What follows belongs to an exercise in optimizing a design on an open flow for small area; a production flow would make more cautious choices.
The RTL was checked by simulation tests, not by an equivalence proof against the original design.
Power and IR drop assume default switching activity.

== run A ==
==> flow/design.v (excerpt) <==
module pm2_cpu (
    input  wire        clk,
    input  wire        rst,           
    output reg         mem_req,
    output reg         mem_we,
    output reg         mem_word,
    output reg  [31:0] mem_addr,
    output reg  [31:0] mem_wdata,
    input  wire [31:0] mem_rdata,
    input  wire        mem_ready,
    output wire        halted
);
For scale: roughly 100 I/O pins, roughly 0.020 mm² of cells after synthesis.
==> flow/config.mk <==
export PLATFORM = sky130hd
export DESIGN_NAME = pm2_cpu
export DESIGN_NICKNAME = pm2_cpu
export VERILOG_FILES = /design/flow/design.v
export SDC_FILE = /design/flow/constraint.sdc
export NUM_CORES = 4
export LEC_CHECK = 0
export CAP_MARGIN = 20
export CORE_MARGIN = 2
export CORE_UTILIZATION = 65
export SLEW_MARGIN = 20
==> flow/constraint.sdc <==
create_clock -name core_clock -period 12.0 [get_ports {clk}]
set_input_delay 2.4000 -clock core_clock [delete_from_list [all_inputs] [get_ports {clk}]]
set_output_delay 2.4000 -clock core_clock [all_outputs]
set_load 0.01 [all_outputs]
standard.sh (not shown) runs the stock make flow with config.mk's settings and CLKGATE_MAP_FILE= SYNTH_SCRIPT=/design/flow/synth_recipe.tcl, a recipe that flattens the netlist after the stock synthesis.
==> flow/flow/run.sh <==
#!/bin/bash
set -e
export BUFFER_PORTS_ARGS="-buffer_cell sky130_fd_sc_hd__buf_1"
export CTS_ARGS="-sink_clustering_enable -repair_clock_nets -dont_use_dummy_load -buf_list sky130_fd_sc_hd__clkbuf_8 -sink_clustering_size 18 -sink_clustering_max_diameter 80"
bash standard.sh > standard.log 2>&1
Inputs modified between run A and run B:
Settings: CORE_UTILIZATION changed from 65 to 55.
==> flow/flow/run.sh <==
#!/bin/bash
set -e
export BUFFER_PORTS_ARGS="-buffer_cell sky130_fd_sc_hd__buf_1"
export CTS_ARGS="-sink_clustering_enable -repair_clock_nets -dont_use_dummy_load -buf_list sky130_fd_sc_hd__clkbuf_8 -sink_clustering_size 20 -sink_clustering_max_diameter 70"
bash standard.sh > standard.log 2>&1
[summary]
Run B vs. run A: total power of the final layout lower; share of the yosys chip area belonging to registers roughly the same; maximum vdd ir drop lower; wire length higher.
Number of standard cells in the final layout excluding fillers (run B vs. run A) increases by a few percent
Run A → run B: critical path data arrival time shows a reduction of 0.09 ns; logic gate share of total power shows no meaningful change; fraction of standard cell area that is sequential shows a reduction of 0.21 points.
Here is what was changed in the inputs of run C compared with run B.
Settings: putting ABC_AREA at 1 where nothing was set.
==> flow/flow/run.sh <==
#!/bin/bash
set -e
export BUFFER_PORTS_ARGS="-buffer_cell sky130_fd_sc_hd__buf_1"
export CTS_ARGS="-sink_clustering_enable -repair_clock_nets -dont_use_dummy_load -buf_list sky130_fd_sc_hd__clkbuf_8 -sink_clustering_size 20 -sink_clustering_max_diameter 60"
bash standard.sh > standard.log 2>&1
Notes after the runs:
In the metrics for run C and run B, the one carrying the higher post-route worst hold slack is run B. Run C vs run B: die width up in run C. Run C: post-placement cell area 380 µm² above run B. Compared with run B, sequential power in run C increased by more than 10%. Looking at clock network power share, run C sits 1.7 points below run B. Across both runs, clock power was higher for run C than for run B. Sort run C and run B by setup slack, ascending, and run C comes first. [run C vs run B] relative contribution of combinational cells to total power: lower in run C. Compared run C vs run B, and arrival time reported for the critical path endpoint is up in run C.
diff inputs: run C => run D
Settings: a deleted ABC_AREA that had been 1.
==> flow/flow/run.sh <==
#!/bin/bash
set -e
export BUFFER_PORTS_ARGS="-buffer_cell sky130_fd_sc_hd__buf_1"
export CTS_ARGS="-sink_clustering_enable -repair_clock_nets -dont_use_dummy_load -buf_list sky130_fd_sc_hd__clkbuf_8 -sink_clustering_size 18 -sink_clustering_max_diameter 80"
bash standard.sh > standard.log 2>&1
## What came out
The core of run D is more densely filled than that of run C.
Count of buffers not belonging to the clock network in the layout (run D / run C): 1.06
In run D, number of distinct library cells after synthesis is higher than in run C.
Run C -> run D: cell area after layout decreased slightly
Lower count of cell instances traversed by the critical path among run C and run D: run D
Taking run C as the reference, in run D die area now smaller, post-detailed-route wirelength per cell grew by 1.9 µm, relative contribution of combinational cells to total power rose 0.9 points.
Run D does better than run C on total power.
Compared with run C, run D improves worst clock skew on the final layout.

========
Starting RTL as in the previous note.
clock: 12.0 ns
lec_check: 0
cap_margin: 20
core_margin: 2
core_utilization: 55
slew_margin: 20
==> flow/flow/run.sh <==
#!/bin/bash
set -e
export BUFFER_PORTS_ARGS="-buffer_cell sky130_fd_sc_hd__buf_1"
export CTS_ARGS="-sink_clustering_enable -repair_clock_nets -dont_use_dummy_load -buf_list sky130_fd_sc_hd__clkbuf_8 -sink_clustering_size 20 -sink_clustering_max_diameter 60"
bash standard.sh > standard.log 2>&1
The baseline passed the timing, DRC and antenna checks.
Then changed:
CORE_UTILIZATION = 45   (was 55)
What happened: The new run completed with no timing, DRC or antenna violations; cell area goes up by 0.88%; critical path depth is unchanged; global-route usage goes down by 3.3 points; worst hold slack gets worse by 0.012 ns.
Then changed:
==> flow/flow/run.sh (replaced) <==
#!/bin/bash
set -e
export BUFFER_PORTS_ARGS="-buffer_cell sky130_fd_sc_hd__buf_1"
export CTS_ARGS="-sink_clustering_enable -repair_clock_nets -dont_use_dummy_load -buf_list sky130_fd_sc_hd__clkbuf_8 -sink_clustering_size 20 -sink_clustering_max_diameter 50"
bash standard.sh > standard.log 2>&1
CORE_UTILIZATION = 55   (was 45)
The new run finished clean.
Register-to-register slack degrades by 0.04 ns.
Combinational power falls by a few percent.
Final cell count drops by a few percent.
Utilization goes up by 11 points.
Clock-buffer cell count increases by 2.
Maximum frequency falls slightly.
Worst setup slack gets worse by 0.043 ns.
Via count decreases slightly.
Clock skew is about the same.
Die area shrinks by about a fifth.
Then changed:
==> flow/flow/run.sh (replaced) <==
#!/bin/bash
set -e
export BUFFER_PORTS_ARGS="-buffer_cell sky130_fd_sc_hd__buf_1"
export CTS_ARGS="-sink_clustering_enable -repair_clock_nets -dont_use_dummy_load -buf_list sky130_fd_sc_hd__clkbuf_8 -sink_clustering_size 18 -sink_clustering_max_diameter 80"
bash standard.sh > standard.log 2>&1
PLACE_DENSITY = 0.8   (was unset)
Effect:
- area after synthesis stays the same
- worst hold slack improves by 0.036 ns
- die area is unchanged
- register-to-register slack got worse by 0.06 ns

========
## 04-01
Another version of the RTL of pm2_cpu (not shown whole).
Size in the first run: ~1800 cells after synthesis, about 100 I/O pins, ~22000 um2 of cells after synthesis.
==> flow/config.mk <==
export PLATFORM = sky130hd
export DESIGN_NAME = pm2_cpu
export DESIGN_NICKNAME = pm2_cpu
export VERILOG_FILES = /design/flow/design.v
export SDC_FILE = /design/flow/constraint.sdc
export NUM_CORES = 4
export LEC_CHECK = 0
export CAP_MARGIN = 20
export CORE_MARGIN = 2
export CORE_UTILIZATION = 40
export SLEW_MARGIN = 20
==> flow/constraint.sdc <==
create_clock -name core_clock -period 12.0 [get_ports {clk}]
set_input_delay 2.4000 -clock core_clock [delete_from_list [all_inputs] [get_ports {clk}]]
set_output_delay 2.4000 -clock core_clock [all_outputs]
set_load 0.01 [all_outputs]
run.sh (not shown) runs the stock make flow with config.mk's settings and CLKGATE_MAP_FILE= SYNTH_SCRIPT=/design/flow/synth_recipe.tcl, a recipe that flattens the netlist after the stock synthesis.
Stock flow here: none of the scripts above is used.
04-01 completed end to end with timing, DRC and antenna clean.
--- input diff 04-01..09-16 ---
- CTS_BUF_LIST newly set to sky130_fd_sc_hd__clkbuf_4
Results
- As of 09-16, global-route wire length before repair had risen by a few percent compared to 04-01.
- Summary — hold slack, 09-16 relative to 04-01: lower, by 0.044 ns.
- On number of violations reported at the end of detailed-routing iteration 0: 09-16 sits above 04-01.
- Final worst-path setup slack (higher): 04-01
- Cell area delta (04-01 -> 09-16): insignificant
- Fraction of final layout cells sized beyond drive strength 1: 09-16 higher than 04-01
- Comparing 04-01 and 09-16, growth of design area from synthesis to finish is higher on 04-01.
- 09-16 vs. 04-01: fmax decreased about 6.5%, post-synthesis mux area share level, number of vias in the routed layout grew by 4.7%, final critical-path share of the clock period increased 3.1 points.

========
run 1:
The RTL this note starts from:
==> flow/design.v <==
module pm2_cpu (
    input  wire        clk,
    input  wire        rst,           
    output reg         mem_req,
    output reg         mem_we,
    output reg         mem_word,
    output reg  [31:0] mem_addr,
    output reg  [31:0] mem_wdata,
    input  wire [31:0] mem_rdata,
    input  wire        mem_ready,
    output wire        halted
);
    localparam [3:0] S_CLR  = 4'd0,    
                     S_F1   = 4'd1,    
                     S_F2   = 4'd2,    
                     S_MEM  = 4'd3,    
                     S_MD   = 4'd4,    
                     S_HALT = 4'd5,
                     S_ALU  = 4'd8,    
                     S_ADR  = 4'd9,    
                     S_LOAD = 4'd10,   
                     S_WR   = 4'd11,   
                     S_FIN  = 4'd12,   
                     S_JMP  = 4'd13;   
    reg  [3:0]   state;
    reg  [2:0]   ph;         
    reg  [1:0]   rc;         
    reg          inpass;     
    reg  [31:0]  Q, T, H;
    reg          zf, cy, cip, zacc, hs;
    reg  [2:0]   k;          
    reg          o7, o4;
    reg  [3:0]   o;
    reg  [3:0]   rd, p1, p2;
    reg  [511:0] rf;
    reg  [31:0]  ipr;
    assign halted = (state == S_HALT);
    wire ph0   = (ph == 3'd0);
    wire ph7   = (ph == 3'd7);
    wire pass  = state[3];
    wire act   = pass & (inpass | ph0);
    wire fin   = act & ph7;
    wire xfer  = mem_req & mem_ready;
    wire clr   = (state == S_CLR);
    wire [3:0] d1 = rf[{p1, 5'd0} +: 4];
    wire [3:0] d2 = rf[{p2, 5'd0} +: 4];
    wire       sub  = o[0] & ~o[2];
    wire       cin  = ph0 ? sub : cy;
    wire [4:0] asum = {1'b0, d1} + {1'b0, d2 ^ {4{sub}}} + {4'd0, cin};
    reg  [3:0] alu_r;
    always @(*) begin
        case ({o[3], o[2:0]})
            4'hC:    alu_r = d1 & d2;
            4'hD:    alu_r = d1 | d2;
            4'hE:    alu_r = d1 ^ d2;
            4'hF:    alu_r = ~d1;
            4'h0:    alu_r = d1 ^ d2;           
            default: alu_r = asum[3:0];         
        endcase
    end
    wire [3:0] ipsrc = (state == S_JMP) ? Q[3:0] : ipr[3:0];
    wire [2:0] kk    = (state == S_ADR) ? {o7, ~o7} : k;
    wire [4:0] ipsum = {1'b0, ipsrc} + {2'b0, ph0 ? kk : {2'b0, cip}};
    wire [3:0] ipnew = ipsum[3:0];
    wire       ip_we = (act & (state != S_ADR) & (state != S_LOAD)) | clr;
    wire [3:0] qtop  = (state == S_LOAD) ? d1 : ipnew;
    always @(posedge clk)
        ipr <= {ip_we ? (ipnew & {4{~clr}}) : ipr[3:0], ipr[31:4]};
    wire       ldb_hi = o7 & ~o4 & o[0] & (ph[2] | ph[1]);
    wire [3:0] wsrc   = (~o7 & ~o[0]) ? H[3:0] : Q[3:0];    
    wire [3:0] wq     = wsrc & {4{~ldb_hi}};
    wire       wr_en  = act & (((state == S_ALU) & o[3]) | (state == S_WR));
    wire [3:0] wdig   = clr ? 4'd0 : (state == S_ALU) ? alu_r : wq;
    wire [3:0] zdig   = (state == S_ALU) ? alu_r : (state == S_LOAD) ? d2 : wq;
    wire       znext  = (ph0 | zacc) & (zdig == 4'd0);
    genvar r;
    generate
        for (r = 0; r < 16; r = r + 1) begin : g_rf
            wire we = clr | (wr_en & (rd == r));
            always @(posedge clk)
                rf[r*32 +: 32] <= {we ? wdig : rf[r*32 +: 4], rf[r*32+4 +: 28]};
        end
    endgenerate
    wire        mulop = ~o[0];
    wire [32:0] ma = {H, Q[31] & ~mulop};
    wire [32:0] mb = mulop ? {1'b0, T & {32{Q[31]}}} : {~hs, T ^ {32{~hs}}};
    wire [32:0] ms;
    wire [20:0] mcy;
    assign mcy[0] = ~mulop & ~hs;
    genvar i;
    generate
        for (i = 0; i < 20; i = i + 1) begin : g_madd
            assign ms[i]    = ma[i] ^ mb[i] ^ mcy[i];
            assign mcy[i+1] = (ma[i] & mb[i]) | (mcy[i] & (ma[i] ^ mb[i]));
        end
    endgenerate
    assign ms[32:20] = ma[32:20] + mb[32:20] + {12'd0, mcy[20]};
    wire [7:0] op = mem_rdata[31:24];
    wire [7:0] b1 = mem_rdata[23:16];
    wire [7:0] b2 = mem_rdata[15:8];
    wire [7:0] b3 = mem_rdata[7:0];
    wire h1 = |b1[7:4];
    wire h2 = |b2[7:4];
    wire h3 = |b3[7:4];
    wire f_rrr  = (op[7:3] == 5'b01011) & (op[2:0] != 3'd7);
    wire f_rr   = (op == 8'h5F) | (op == 8'h60);
    wire f_md   = (op[7:1] == 7'b0101101);
    wire f_6    = (op[7:2] == 6'b100000) | (op == 8'h90);
    wire f_jmp  = (op == 8'h08);
    wire f_br   = (op[7:1] == 7'b0001000);
    wire f_take = op[0] ^ zf;
    wire f_halt = (op == 8'hFF);
    reg  [2:0] f_k;
    reg  [3:0] f_next;
    always @(*) begin
        f_k    = 3'd1;
        f_next = S_FIN;
        if (f_halt) begin
            f_next = S_HALT;
        end else if (f_6) begin
            f_k    = 3'd6;
            f_next = h1 ? S_FIN : S_ADR;
        end else if (f_rrr) begin
            f_k    = 3'd4;
            f_next = (h1 | h2 | h3) ? S_FIN : f_md ? S_LOAD : S_ALU;
        end else if (f_rr) begin
            f_k    = 3'd3;
            f_next = (h1 | h2) ? S_FIN : S_ALU;
        end else if (f_jmp | (f_br & f_take)) begin
            f_k    = 3'd0;
            f_next = S_ADR;
        end else if (f_br) begin
            f_k    = 3'd5;
        end
    end
    always @(*) begin
        mem_req   = (state == S_F1) | (state == S_F2) | (state == S_MEM);
        mem_we    = (state == S_MEM) & o[1];
        mem_word  = ~((state == S_MEM) & o[0]);
        mem_addr  = Q;
        mem_wdata = T;
    end
    always @(posedge clk) begin
        H  <= (state == S_LOAD || state == S_WR) ? {4'd0, H[31:4]} : ms[31:0];
        hs <= (state == S_MD) & ms[32];
    end
    always @(posedge clk) begin
        ph <= ph + 3'd1;
        if (act) begin
            zacc <= znext;
            cy   <= asum[4];
            cip  <= ipsum[4];
        end
        if (rst) begin
            state  <= S_CLR;
            ph     <= 3'd0;
            inpass <= 1'b0;
            zf     <= 1'b0;
            k      <= 3'd0;
        end else begin
            inpass <= act & ~ph7;
            case (state)
                S_CLR: if (ph7) state <= S_FIN;
                S_F1: if (xfer) begin
                    o7 <= op[7];
                    o4 <= op[4];
                    o  <= op[3:0];
                    rd <= b1[3:0];
                    p1 <= op[3] ? b2[3:0] : b1[3:0];
                    p2 <= op[7] ? b1[3:0] : op[3] ? b3[3:0] : b2[3:0];
                    k  <= f_k;
                    state <= f_next;
                end
                S_F2: if (xfer) begin
                    Q <= mem_rdata;
                    if (!o7)
                        state <= (!o4 && mem_rdata[31:24] != 8'd0) ? S_HALT : S_JMP;
                    else
                        state <= o4 ? S_WR : S_MEM;
                end
                S_MEM: if (xfer) begin
                    Q     <= mem_rdata;
                    state <= o[1] ? S_FIN : S_WR;
                end
                S_MD: begin
                    Q  <= {Q[30:0], ~ms[32]};
                    if (ph7) begin
                        rc <= rc + 2'd1;
                        if (rc == 2'd3)
                            state <= S_WR;
                    end
                end
                S_HALT: ;    
                default: if (act) begin    
                    Q <= {qtop, Q[31:4]};
                    if (state == S_ADR || state == S_LOAD)
                        T <= {d2, T[31:4]};
                    rc <= 2'd0;
                    if (ph7) begin
                        case (state)
                            S_ALU:   zf <= znext;
                            S_WR:    if (!o7) zf <= znext;
                            default: ;
                        endcase
                        case (state)
                            S_ADR:   state <= S_F2;
                            S_LOAD:  state <= (o[0] & znext) ? S_FIN : S_MD;
                            default: state <= S_F1;
                        endcase
                    end
                end
            endcase
        end
    end
endmodule
clock: 12.0 ns
lec_check: 0
cap_margin: 20
core_margin: 2
core_utilization: 55
slew_margin: 20
standard.sh (not shown) runs the stock make flow with config.mk's settings and CLKGATE_MAP_FILE= SYNTH_SCRIPT=/design/flow/synth_recipe.tcl, a recipe that flattens the netlist after the stock synthesis.
==> flow/flow/run.sh <==
#!/bin/bash
set -e
export BUFFER_PORTS_ARGS="-buffer_cell sky130_fd_sc_hd__buf_1"
export CTS_ARGS="-sink_clustering_enable -repair_clock_nets -dont_use_dummy_load -buf_list sky130_fd_sc_hd__clkbuf_4 -sink_clustering_size 10 -sink_clustering_max_diameter 30"
bash standard.sh > standard.log 2>&1
Both conditions hold for run 1: the flow ran to the end and the final layout passed the timing, DRC and antenna checks.
Changes in run 2 relative to run 1:
Settings: swapping 55 for 65 in CORE_UTILIZATION; putting GPL_TIMING_DRIVEN at 0 where nothing was set.
==> flow/flow/run.sh <==
#!/bin/bash
set -e
export BUFFER_PORTS_ARGS="-buffer_cell sky130_fd_sc_hd__buf_1"
export CTS_ARGS="-sink_clustering_enable -repair_clock_nets -dont_use_dummy_load -buf_list sky130_fd_sc_hd__clkbuf_8 -sink_clustering_size 16 -sink_clustering_max_diameter 50"
bash standard.sh > standard.log 2>&1
==> comparison <==
- Per the final summary, run 2 finished and its layout is clean on timing, DRC and antenna.
- On design internal power, run 2 and run 1 are neck and neck.
- On sequential cell count, run 2 tracks run 1 almost exactly.
- Wire length, run 2 vs run 1: up slightly
- Between run 1 and run 2, the flow reports fmax decreasing by a few percent.
- Comparing run 2 and run 1, the higher die boundary width is on run 1.
- The higher H-tree depth reported by CTS came out of run 1.
- NOTE: worst-case vdd ir drop in run 2 exceeds that of run 1
- Taking run 1 as the reference, in run 2 setup fix buffers added after clock tree synthesis shows an increase of 1, peak fanout along the critical path shows an increase of 6.
diff inputs: run 2 => run 3
Settings: removing GPL_TIMING_DRIVEN (formerly 0); changing CORE_UTILIZATION from 65 to 55.
==> flow/flow/run.sh <==
#!/bin/bash
set -e
export BUFFER_PORTS_ARGS="-buffer_cell sky130_fd_sc_hd__buf_1"
export CTS_ARGS="-sink_clustering_enable -repair_clock_nets -dont_use_dummy_load -buf_list sky130_fd_sc_hd__clkbuf_8 -sink_clustering_size 24 -sink_clustering_max_diameter 40"
bash standard.sh > standard.log 2>&1
==> summary.txt <==
- Run 3 closes out successfully: all stages finished, all timing, DRC and antenna checks passed.
- Hold slack: lower on run 2
- From run 2 to run 3, mean area per synthesized cell did not move at all.
- Diff run 2 -> run 3 | total power | increase of 1.7%
- Compared with run 2, placement density in the core of run 3 is lower.
- Comparing run 2 and run 3, the lower final critical delay including setup and external delays was measured on run 3.
- Power consumed by the clock network was higher in the run labelled run 3.
- Routed wire length on met2 on run 3 is down relative to run 2.
- Combinational share of power (higher): run 2
- Going from run 2 to run 3, data required time at the worst endpoint grows by 0.03 ns.
Input changes introduced in run 4 (baseline for comparison: run 3):
Settings: SLEW_MARGIN now 0, was 20; CAP_MARGIN now 0, was 20.
==> flow/flow/run.sh <==
#!/bin/bash
set -e
export BUFFER_PORTS_ARGS="-buffer_cell sky130_fd_sc_hd__buf_1"
export CTS_ARGS="-sink_clustering_enable -repair_clock_nets -dont_use_dummy_load -buf_list sky130_fd_sc_hd__clkbuf_8 -sink_clustering_size 20 -sink_clustering_max_diameter 50"
bash standard.sh > standard.log 2>&1
==> summary.txt <==
Detailed-route wire length: higher on run 3
Run 4 vs run 3 — clock power dropped by more than 10%
Run 3 → run 4: final design area excluding fillers down about 0.9%; via total after detailed routing down 0.44%.

[separate check: timing with driven ports]
No port has a modelled driver above. Below, the same layouts with a new extraction and two added sets of constraints. Step 1: set_driving_cell puts a clkbuf_16 on clk and a buf_2 on each other input, an assumption about the parent block. Step 2 moves the port delays by t, midway between the first and last clock arrival at a register: inputs arrive t later, outputs are due t later. That takes back most of the time a late clock gives input paths. Slacks: ideal ports / drivers / drivers and shift; pairs: ideal ports / drivers.
| run | shift t [ns] | setup slack, ns | latest minus earliest clock arrival (ns) |
|---|---|---|---|
| run A | 0.619 | 0.550 / 0.550 / 0.550 | 0.035 / 0.035 |
| run B | 0.658 | 0.682 / 0.682 / 0.682 | 0.080 / 0.081 |
| run C | 0.671 | 0.551 / 0.551 / 0.551 | 0.082 / 0.082 |
| run D | 0.658 | 0.688 / 0.688 / 0.688 | 0.046 / 0.046 |
| the first run of note 2 | 0.665 | 0.685 / 0.685 / 0.685 | 0.074 / 0.073 |
| the second run of note 2 | 0.662 | 0.735 / 0.735 / 0.735 | 0.106 / 0.106 |
| the third run of note 2 | 0.673 | 0.692 / 0.692 / 0.692 | 0.108 / 0.108 |
| the fourth run of note 2 | 0.631 | 0.634 / 0.634 / 0.634 | 0.052 / 0.053 |
| 04-01 | 0.680 | 6.536 / 6.477 / 6.893 | 0.045 / 0.045 |
| 09-16 | 0.989 | 6.160 / 6.105 / 6.869 | 0.099 / 0.099 |
| run 1 | 0.801 | 1.011 / 1.011 / 1.011 | 0.108 / 0.108 |
| run 2 | 0.603 | 0.585 / 0.585 / 0.585 | 0.077 / 0.077 |
| run 3 | 0.686 | 1.007 / 1.007 / 1.007 | 0.111 / 0.111 |
| run 4 | 0.659 | 1.005 / 1.005 / 1.005 | 0.078 / 0.078 |
After both steps every run listed still meets setup and hold.
